From an optimization exercise on the open Yosys and OpenROAD flow, aimed at small area; shortcuts taken in it are not production practice.
The RTL was checked by simulation tests, not by an equivalence proof against the original design.
The flow treats the clock pin as an ideal source, which a real chip does not have.
Power figures rest on the tool's default switching activity, not on a simulated workload.

==> flow/design.v (excerpt) <==
module tiny16 (
    input  wire        clk,
    input  wire        rst,
    input  wire [15:0] start_pc,
    output wire        mem_valid,
    output wire [14:0] mem_addr,
    output wire [1:0]  mem_wstrb,
    output wire [15:0] mem_wdata,
    input  wire        mem_ready,
    input  wire [15:0] mem_rdata,
    output wire        uart_valid,
    output wire [7:0]  uart_data,
    output wire        halted,
    output wire        fault,
    output wire [15:0] fault_pc,
    output wire [4:0]  fault_op
);
export LEC_CHECK = 0
export ABC_AREA = 1
export CAP_MARGIN = 20
export CORE_MARGIN = 2
export CORE_UTILIZATION = 40
export PLACE_DENSITY = 0.6
export SLEW_MARGIN = 20
create_clock -name core_clock -period 10.0 [get_ports {clk}]
standard.sh (not shown) runs the stock make flow with config.mk's settings and CLKGATE_MAP_FILE= SYNTH_SCRIPT=/design/flow/synth_recipe.tcl, a recipe that flattens the netlist after the stock synthesis.
==> flow/flow/run.sh <==
#!/bin/bash
# Own flow: the standard ORFS layout (the standard.sh, standard synthesis
# unchanged) with two placement/CTS options changed:
#  - port buffers use the small sky130_fd_sc_hd__buf_1 cell (every input and
#    output port still gets its buffer)
#  - clock tree: no dummy loads, clkbuf_8 buffers driving up to 15 sinks
set -euo pipefail
export BUFFER_PORTS_ARGS="-buffer_cell sky130_fd_sc_hd__buf_1"
export CTS_ARGS="-sink_clustering_enable -repair_clock_nets -dont_use_dummy_load -buf_list {sky130_fd_sc_hd__clkbuf_8} -sink_clustering_size 15 -sink_clustering_max_diameter 100"
bash standard.sh finish > flow_make.log 2>&1
==> next run, changes <==
--- a/flow/design.v
+++ b/flow/design.v
@@ -306,30 +306,30 @@
             S_INIT: begin
                 bc <= 3'd0;
                 sw <= 1'b0;
                 if (p15) st <= S_FETCH;
             end
             S_FETCH: begin
                 if (b_done)
                     bc <= bc + 3'd1;
-                if (p15 && (bc[2] || (b_done && (bc[1:0] == 2'd3)))) begin
+                if (p15 && bc[2]) begin
                     bc <= 3'd0;
                     st <= op_illegal ? S_HALT : op_shift ? S_SH : op_mem ? S_EXA : S_EX;
                 end
             end
             S_SH: if (p15) st <= S_EX;
             S_EX: if (p15) st <= (op == OP_HALT) ? S_HALT : S_FETCH;
             S_EXA: if (p15) st <= S_MEM;
             S_MEM: begin
                 if (b_done)
                     bc <= bc + 3'd1;
                 if (m_swap && (ph == 4'd7))
                     sw <= 1'b1;
-                if (p15 && (m_done || (b_done && ((op_byte && op_store) ? !bc[0] : bc[0]))))
+                if (p15 && m_done)
                     st <= S_FIN;
             end
             S_FIN: begin
                 if (p15) begin
                     st <= S_FETCH;
                     bc <= 3'd0;
                     sw <= 1'b0;
                 end
=>
- synthesized cell count is lower by 0.40%
- global-route usage is lower by 0.75 points
- cell count barely changes
- clock power hardly moves
- setup slack is worse by 210 ps
- total power is lower by 1.2%
- core utilization stays flat
- synthesized area is lower by 0.46%
- routed wire length is lower by 4.4%
- design area is lower by 0.34%
- combinational power is lower by about 6%
- maximum frequency is lower by 3.9%
- count of clock-buffer cells in the layout stays the same
- die area is lower by 0.45%

* * *

Another version of the RTL of tiny16 (not shown whole).
Size: ~980 cells after synthesis, roughly 240 flip-flops, roughly 100 I/O pins, about 9100 um^2 of cells after synthesis.
export LEC_CHECK = 0
export ABC_AREA = 1
export CAP_MARGIN = 20
export CORE_MARGIN = 2
export CORE_UTILIZATION = 40
export PLACE_DENSITY = 0.6
export SLEW_MARGIN = 20
create_clock -name core_clock -period 10.0 [get_ports {clk}]
==> flow/flow/run.sh <==
#!/bin/bash
# Own flow: the standard ORFS layout (the standard.sh, standard synthesis
# unchanged) with these placement/CTS options changed:
#  - after floorplan, flow/rmp.tcl re-maps the combinational logic for area
#    with two passes of OpenROAD restructure (ABC), using only cells the platform allows;
#    registers are untouched
#  - port buffers use the small sky130_fd_sc_hd__buf_1 cell (every input and
#    output port still gets its buffer)
#  - clock tree: no dummy loads, clkbuf_4 buffers driving up to 9 sinks
#  - after CTS, flow/downsize.tcl gives combinational cells the smallest drive
#    strength that keeps slews, capacitances and timing clean
# The make output goes to flow_make.log; ORFS keeps each step's log under orfs/logs.
set -euo pipefail
export BUFFER_PORTS_ARGS="-buffer_cell sky130_fd_sc_hd__buf_1"
export CTS_ARGS="-sink_clustering_enable -repair_clock_nets -dont_use_dummy_load -buf_list {sky130_fd_sc_hd__clkbuf_4} -sink_clustering_size 9 -sink_clustering_max_diameter 55"
export POST_FLOORPLAN_TCL="$(pwd)/flow/rmp.tcl"
export POST_CTS_TCL="$(pwd)/flow/downsize.tcl"
bash standard.sh finish > flow_make.log 2>&1
Other scripts of this flow, unchanged in this note and not shown: flow/flow/downsize.tcl, flow/flow/rmp.tcl
==> next run, changes <==
--- a/flow/design.v
+++ b/flow/design.v
@@ -34,21 +34,19 @@
     reg  [15:0]  cr;         
     reg  [15:0]  mar;        
     reg  [15:0]  mdr;        
     reg  [15:0]  ir;
     reg          fz, fn, fc, fv;
     reg          irq;
     reg          ic;         
-    reg          c2;         
-    reg          gs;         
-    reg          ns;         
-    wire         sw = gs;
-    wire         sm = ns;
-    wire         ge = gs;
-    wire         nz = ns;
+    reg          ac;         
+    reg          tc;         
+    reg          ge, nz;     
+    reg          sw;         
+    reg          sm;         
     wire p0  = (ph == 4'd0);
     wire p15 = (ph == 4'd15);
     wire [4:0] op = ir[15:11];
     wire [2:0] rd = ir[10:8];
     wire [2:0] rs = ir[7:5];
     wire op_illegal = (op[4:1] == 4'hF);
     wire op_wide = (op == OP_LDI) || (op == OP_LD) || (op == OP_ST) || (op == OP_LDB) ||
@@ -127,15 +125,15 @@
         case (op)
             OP_LDS:  begin aa = xs_t; ab = imm_b; end
             OP_STS:  begin aa = xd_t; ab = imm_b; end
             OP_CALL: begin aa = x7_t; ab = !p0; end             
             default: begin aa = x7_t; ab = (ph == 4'd1); end    
         endcase
     end
-    wire acin = p0 ? 1'b0 : c2;
+    wire acin = p0 ? 1'b0 : ac;
     wire aout = aa ^ ab ^ acin;
     wire a_c  = (aa & ab) | (acin & (aa ^ ab));
     reg  alu_b;
     always @(*) begin
         case (op)
             OP_LDI:           alu_b = mdr[0];
             OP_ADDI, OP_CMPI: alu_b = imm_b;
@@ -163,15 +161,15 @@
             OP_OR:                               alu_y = a_in | alu_b;
             OP_XOR:                              alu_y = a_in ^ alu_b;
             OP_NOT:                              alu_y = !a_in;
             OP_SHL:                              alu_y = shl_y;
             default:                             alu_y = shr_y;
         endcase
     end
-    wire tcin   = p0 ? 1'b1 : c2;
+    wire tcin   = p0 ? 1'b1 : tc;
     wire t_in   = tr[0] ^ tcin;
     wire ge_cur = p0 ? 1'b1 : ge;
     wire ge_nx  = (t_in != cr[0]) ? t_in : ge_cur;
     wire nz_nx  = (p0 ? 1'b0 : nz) | cr[0];
     wire tick = (st == S_EX) || (st == S_FIN);
     wire ld_y = mdr[0];
     wire ex_wr  = (st == S_EX) && op_wrd;
@@ -265,15 +263,18 @@
             ir <= mdr;
         if (bload)
             mdr <= {lane, mdr[15:8]};
         else if (mdr_sh)
             mdr <= {mdr_in, mdr[15:1]};
         ph <= ph + 4'd1;
         ic <= inc_c;
-        c2 <= (st == S_EXA) ? a_c : (tr[0] & tcin);
+        ac <= a_c;
+        tc <= tr[0] & tcin;
+        ge <= ge_nx;
+        nz <= nz_nx;
         if (st == S_INIT) begin
             fz <= 1'b0; fn <= 1'b0; fc <= 1'b0; fv <= 1'b0;
         end else if ((st == S_EX) && op_flags) begin
             fz <= (p0 ? 1'b1 : fz) & !alu_y;
             fn <= alu_y;
             if (op_arith) begin
                 fc <= cout;
@@ -296,27 +297,19 @@
         end
         if (st == S_INIT)
             irq <= 1'b0;
         else if (tick && p15 && nz_nx && ge_nx)
             irq <= 1'b1;
         else if (m_st && s_mmio && (sa[7:0] == 8'h14) && (mdr[7:0] == 8'h01))
             irq <= 1'b0;
-        if (tick)
-            ns <= nz_nx && !p15;
-        else
-            ns <= (tw_go && !p15) || (ser_sh && (ph[2:0] != 3'd7));
-        if ((st == S_INIT) || (st == S_EXA))
-            gs <= 1'b0;
-        else if (tick)
-            gs <= ge_nx;
-        else if ((st == S_MEM) && m_swap && (ph == 4'd7))
-            gs <= 1'b1;
+        sm <= (tw_go && !p15) || (ser_sh && (ph[2:0] != 3'd7));
         case (st)
             S_INIT: begin
                 bc <= 3'd0;
+                sw <= 1'b0;
                 if (p15) st <= S_FETCH;
             end
             S_FETCH: begin
                 if (b_done)
                     bc <= bc + 3'd1;
                 if (p15 && (bc[2] || (b_done && (bc[1:0] == 2'd3)))) begin
                     bc <= 3'd0;
@@ -325,21 +318,24 @@
             end
             S_SH: if (p15) st <= S_EX;
             S_EX: if (p15) st <= (op == OP_HALT) ? S_HALT : S_FETCH;
             S_EXA: if (p15) st <= S_MEM;
             S_MEM: begin
                 if (b_done)
                     bc <= bc + 3'd1;
+                if (m_swap && (ph == 4'd7))
+                    sw <= 1'b1;
                 if (p15 && (m_done || (b_done && ((op_byte && op_store) ? !bc[0] : bc[0]))))
                     st <= S_FIN;
             end
             S_FIN: begin
                 if (p15) begin
                     st <= S_FETCH;
                     bc <= 3'd0;
+                    sw <= 1'b0;
                 end
             end
             default: ;
         endcase
         if (rst) begin
             st <= S_INIT;
             ph <= 4'd0;
The new run finished with timing, DRC and antenna clean.
Maximum frequency drops by roughly a tenth.
Utilization went up by 0.15 points.
Cell count is about the same.
Count of clock-buffer cells in the layout increases by 3.
Clock skew is higher by 0.033 ns.
Die area goes up slightly.
Design area went up slightly.

-- afterwards: timing with drivers on the ports --
The results above use ideal ports. As a check the final layouts listed here were re-extracted and re-timed, cells and wires unchanged.
Step 1 (the two cells are an assumption about what drives the block):
set clk [get_ports {clk}]
set_driving_cell -lib_cell sky130_fd_sc_hd__clkbuf_16 $clk
set_driving_cell -lib_cell sky130_fd_sc_hd__buf_2 [delete_from_list [all_inputs] $clk]
Step 2 times the ports against the registers' clock, not the clock port: input delays grow and output delays shrink by t, the midpoint of the rising clock arrivals with the driver on.
Slacks: ideal / step 1 / step 2; pairs: ideal / step 1.
run | t (ns) | setup slack, ns | worst setup path after step 2
the first run of note 1 | 0.538 | 4.894 / 4.850 / 5.389 | register to output
the second run of note 1 | 0.554 | 4.688 / 4.642 / 5.196 | register to output
the first run of note 2 | 0.679 | 3.964 / 3.923 / 4.222 | register to register
the second run of note 2 | 0.608 | 3.290 / 3.245 / 3.853 | register to output
After both steps setup and hold are still met in every run listed.
